This design comes from an exercise in tuning for small area, a short achievable clock period and few clock cycles per item on the open sky130 flow, not from production work. Only simulation tests tie the RTL to the original design; equivalence was not proved.

==> flow/design.v, too long to show whole: its modules and the start of the top module <==
// module sqr24: 498 lines
// module mul24: 1052 lines
// module fp_dnr: 19 lines
// module fp_sqr: 23 lines
// module fp_mulg: 49 lines
// module fp_mulnd: 38 lines
// module rca: 20 lines
// module rinc: 19 lines
// module fp_addp: 47 lines
// module fp_addg: 64 lines
// module sqrt_pre: 24 lines
// module sqrt_row: 30 lines
// module bin_smooth: 171 lines
module bin_smooth #(
    parameter [25:0] CUT = 26'b10_0000_1000_0001_0000_0100_0000
) (
    input  wire        clk,
    input  wire        rst,
    input  wire        in_valid,
    output wire        in_ready,
    input  wire [31:0] in_xr,
    input  wire [31:0] in_xi,
    input  wire [31:0] in_state,
    input  wire [31:0] in_alpha,
    output reg         out_valid,
    input  wire        out_ready,
    output reg  [31:0] out_mag,
    output reg  [31:0] out_state
);
  // ...
==> flow/run.sh <==
#!/bin/bash
# synth_recipe.tcl (not shown) runs the flow's synth.tcl, then flattens the netlist and writes it again
# the make line also repeats each setting of config.mk as NAME=value (left out here)
make -C /OpenROAD-flow-scripts/flow DESIGN_CONFIG=/design/flow/config.mk WORK_HOME=/design/flow/orfs CLKGATE_MAP_FILE= SYNTH_SCRIPT=/design/flow/synth_recipe.tcl finish
==> flow/config.mk <==
export PLATFORM = sky130hd
export DESIGN_NAME = bin_smooth
export DESIGN_NICKNAME = bin_smooth
export VERILOG_FILES = /design/flow/design.v
export SDC_FILE = /design/flow/constraint.sdc
export NUM_CORES = 4
export LEC_CHECK = 0
export CAP_MARGIN = 20
export CORE_MARGIN = 2
export CORE_UTILIZATION = 65
export CTS_BUF_LIST = sky130_fd_sc_hd__clkbuf_8
export CTS_CLUSTER_SIZE = 30
export SETUP_SLACK_MARGIN = 5
export SLEW_MARGIN = 20
==> flow/constraint.sdc <==
create_clock -name core_clock -period 230.0 [get_ports {clk}]
set_input_delay 46.0000 -clock core_clock [delete_from_list [all_inputs] [get_ports {clk}]]
set_output_delay 46.0000 -clock core_clock [all_outputs]
set_load 0.01 [all_outputs]
==> impl_results.md, run 1 <==
* Fraction of synthesized area in multiplexers at 7.92%
* I/O Pins at 198
* Async SR Flop Fraction at 0%
* Most common cell after layout, fill and taps aside: fa_1
* Number of port buffers at 194
* Total Routing Usage GR at 36.4%
* Die X at 429 um
* Non-Clock Buffer Area Fraction at 2.99%
* Critical path endpoint: in_ready
* Synth Warn # at 7
* Routed via count at 90453
* Remaining DRCs at 0
* Cell Area, Placed at 122000 um^2
* Initial Util at 65.6%
* Met2 usage at 56.7%
* Status: no timing/DRC/antenna violations
* Layout cells sized above 1 at 7.66%
* Finished Cell Area at 125000 um^2
* Top sig layer: met5
* Crit-path max FO at 5
* Buffers, non-clock at 429
* FILL cells at 13557
* TNS Setup at 0 ns
* Total gr overflow at 0
* Multi-input combinational area share at 66.0%
* Area leader, netlist: fa_1
* CLK BUF at 154
* GR peak layer: met2
* DR iter-0 viols at 9446
* Clock Latency Late Sink at 0.94 ns
* RSZ-0062 raised after global routing: false
Testbench counts, summed over its fixed seeds: cycles 16,064, items 16,000.
==> inputs of run 2 (changes only) <==
--- a/flow/config.mk
+++ b/flow/config.mk
@@ -8,7 +8,5 @@
 export CAP_MARGIN = 20
 export CORE_MARGIN = 2
-export CORE_UTILIZATION = 65
-export CTS_BUF_LIST = sky130_fd_sc_hd__clkbuf_8
-export CTS_CLUSTER_SIZE = 30
+export CORE_UTILIZATION = 55
 export SETUP_SLACK_MARGIN = 5
 export SLEW_MARGIN = 20
==> impl_results.md, run 2 <==
* Number of port buffers at 194 (unchanged)
* Total gr overflow at 0 (unchanged)
* Die area at 217000 um^2
* Placed insts at 14546
* I/O Pins at 198 (unchanged)
* Slew @ Worst Pin at 1.11 ns
* Syn-to-layout area delta at 7.35%
* Critical path class: reg -> out
* Delay-heaviest family, CP: buffers and inverters
* CP Launch Type: flop
* Fin cells at 14727
* Area leader, netlist: fa_1
* Type of the worst min-delay path: reg -> reg
* Most frequent cells in the layout: fa_1, inv_1, nor2_1, nand2_1, edfxtp_1
* H-tree depth at 3
* Final cell utilization of the core at 59.4%
* Final ANT Viol Nets at 0
* PostCTS Resize Cnt at 0
* Crit-path max FO at 5 (unchanged)
* Initial Util at 55.3% (-10 points)
* Register area share after synthesis at 22.8%
* Cell Area, Placed at 123000 um^2 (+0.64%)
* Final Skew at 0.0554 ns
* Min cycle time layout at 48.26 ns
* Worst slew margin at 25.0%
* Remaining DRCs at 0 (unchanged)
* Clk pin slew, worst setup/hold paths at 0.08 ns
* Vias per cell at 6.02
* Detailed Routing Iterations Pass 1 at 27
* Finished Cell Area at 126000 um^2 (+0.80%)
* Crit path buf inv count at 1
* Yosys cell types at 111
* Syn Area/Cell at 9.86 um^2
* Clock Latency Late Sink at 0.76 ns (-0.18 ns)
* DR iter-0 viols at 8331 (-12%)
* Critical Path RT at 184.00 ns
* Routed WL per cell at 22.9 um
* GPL Wtd Cong at 0.966
* Clock Sinks at 893
* Fmax at 20.7 MHz
* Crit. End Element: output port
* Number of synthesized flops with an enable pin at 883
* Crit path DAT at 2.26 ns
* Cells after Synth at 11893
* TNS Setup at 0 ns (unchanged)
* Post-synth top area share at 31.7%
* CTS buffer count at 98
* Core area at 212000 um^2
* Cells taking the most area after synthesis: fa_1, edfxtp_1, ha_1, inv_1, mux2i_1
* Final-report hold violation count at 0
* Commonest cells in the netlist: fa_1, inv_1, nor2_1
* Largest net degree at the start of global routing at 188
* Layout cells sized above 1 at 7.49% (-0.18 points)
* Antenna violations before repair at 11
* Die Y at 466 um
* Post-CTS Setup Bufs at 0
* Most common cell in the netlist: fa_1
* Tcrit/Tclk final at 21.0%
* Root buffer cell: clkbuf_16
* Die X at 466 um (+8.6%)
* Top_reg_cell synth: edfxtp_1
* CTS tree: yes
* Hpwl dp at 251 mm
* Layout Nets at 14287
* RSZ-0062 raised after global routing: false
* Slowest library cell on the worst path: clkdlybuf4s50_1
* Slew Limit Fails at 0
* Synth Warn # at 7 (unchanged)
* Largest stage delay, worst path at 0.97 ns
* Post-CTS Hold Fix Bufs at 0
* Routed wire length at 338 mm
* First-pass GRT wire length at 537 mm
* Status: no timing/DRC/antenna violations
* Routed via count at 88640 (-2.0%)
* Vias in the first global route at 92624
* Row cnt at 169
* Synthesis-stage register bit count at 893
* Most common cell after layout, fill and taps aside: fa_1
* # setup viols final at 0
* Async SR Flop Fraction at 0% (unchanged)
* Total Routing Usage GR at 31.8% (-4.6 points)
* # Max-Cap Violations at 0
* Reg with most FFs: it.cut.sq
* Cell-by-cell listing of the critical path: clkdlybuf4s50_1
* CTS Buffer Depth at 3
* Synth Cell Area at 117000 um^2
* Largest register FFs at 217
[run 2: cell types whose count changed in the layout (fill, tap and decap cells not counted), moves of 3 or more]
cell       previous run  this run
inv_1              1596      1555
buf_4               233       262
inv_16                5         2
diode_2              10         3
clkbuf_1              0        14
inv_8                 1         6
inv_12                6         0
clkinv_16             0         4
clkbuf_8            154         0
clkinv_1             57        46
clkbuf_16             0        98
[run 2: routing by layer]
metal  up-vias  GRT usage (%)  share of wire, %
li1      39392              -                 -
met1     44302           44.5                42
met2      4060           49.6                45
met3       878           6.24               9.0
met4         8           10.9               3.9
met5         -              0             0.015
[run 2: area by class of cell]
type	instances	area [um^2]
Tap cell	2821	3530
Sequential cell	893	26700
Timing Repair Buffer	458	3950
Inverter	1595	5990
Clock buffer	112	2500
Clock inverter	66	777
Fill cell	18247	86200
Multi-Input combinational cell	8779	82400
Antenna cell	3	7.51
[run 2: worst paths after layout]
| kind | slack (ns) | cells after the start | startpoint | endpoint |
|---|---|---|---|---|
| setup / recovery | 181.74 | 1 | adv_q | in_ready |
| hold / removal | 0.40 | 0 | it[19].cut.sq[8] | it[25].cut.sq[8] |
| setup reg to reg | 186.15 | 127 | it[19].cut.qq[0] | it[25].cut.qq[0] |
| hold reg to reg | 0.40 | 0 | it[19].cut.sq[8] | it[25].cut.sq[8] |
[run 2: logic make-up (layout without fill, tap and decap cells)]
| kind of cell | Yosys count | after routing | synth area share, % |
|---|---|---|---|
| AO/OA/AOI/OAI | 1577 | 1577 | 8.64 |
| multiplexers | 836 | 836 | 7.92 |
| XOR/XNOR | 154 | 154 | 1.17 |
| flip-flops | 893 | 893 | 22.8 |
| adder cells (fa/ha/maj) | 2346 | 2346 | 36.9 |
| other | 1 | 5 | 0.00320 |
| buffers and inverters | 2222 | 2231 | 7.15 |
| AND/OR/NAND/NOR | 3864 | 3864 | 15.4 |
[run 2: metrics by stage]
| step | hold slack, ns | setup WS [ns] |
|---|---|---|
| 6_report | 0.400 | 181.74 |
| 5_1_grt | 0.410 | 181.60 |
| 4_1_cts | 0.395 | 181.63 |
| 3_5_place_dp | 0.405 | 182.31 |
| 3_3_place_gp | 0.401 | 182.32 |
| 2_1_floorplan | 0.400 | 167.04 |
[run 2: worst reg2reg max path: cells and delay by family (launching register included)]
| family | cells | cell delay, ns |
|---|---|---|
| buffers and inverters | 9 | 1.56 |
| and+or+nand+nor | 8 | 1.33 |
| adders and majority gates | 92 | 35.56 |
| DFF | 1 | 0.54 |
| muxes | 4 | 1.65 |
| AOI/OAI and AO/OA | 14 | 2.94 |

==> re-timing with driven ports <==
In the flow no input, the clock included, has a driving cell. The finished layouts below were timed again as built, in two steps. Step 1, drivers: a clkbuf_16 drives clk and a buf_2 each remaining input, both assumed. Step 2 adds t to the input delays and takes it off the output delays; t is the mean of the earliest and latest rising clock arrival at the registers after step 1. Input paths then give back, and output paths get back, about the clock's delay inside the block. a / b / c = no drivers / after step 1 / after step 2; a / b = the first two.
run	t, ns	setup WS [ns]	hold WS [ns]	latest minus earliest clock arrival (ns)	cell pins on the clock port's net
run 1	0.978	181.757 / 181.669 / 182.297	0.371 / 0.371 / 0.371	0.105 / 0.105	1
run 2	0.824	181.737 / 181.643 / 182.325	0.400 / 0.400 / 0.400	0.060 / 0.060	1
After both steps setup and hold are still met in every run listed.
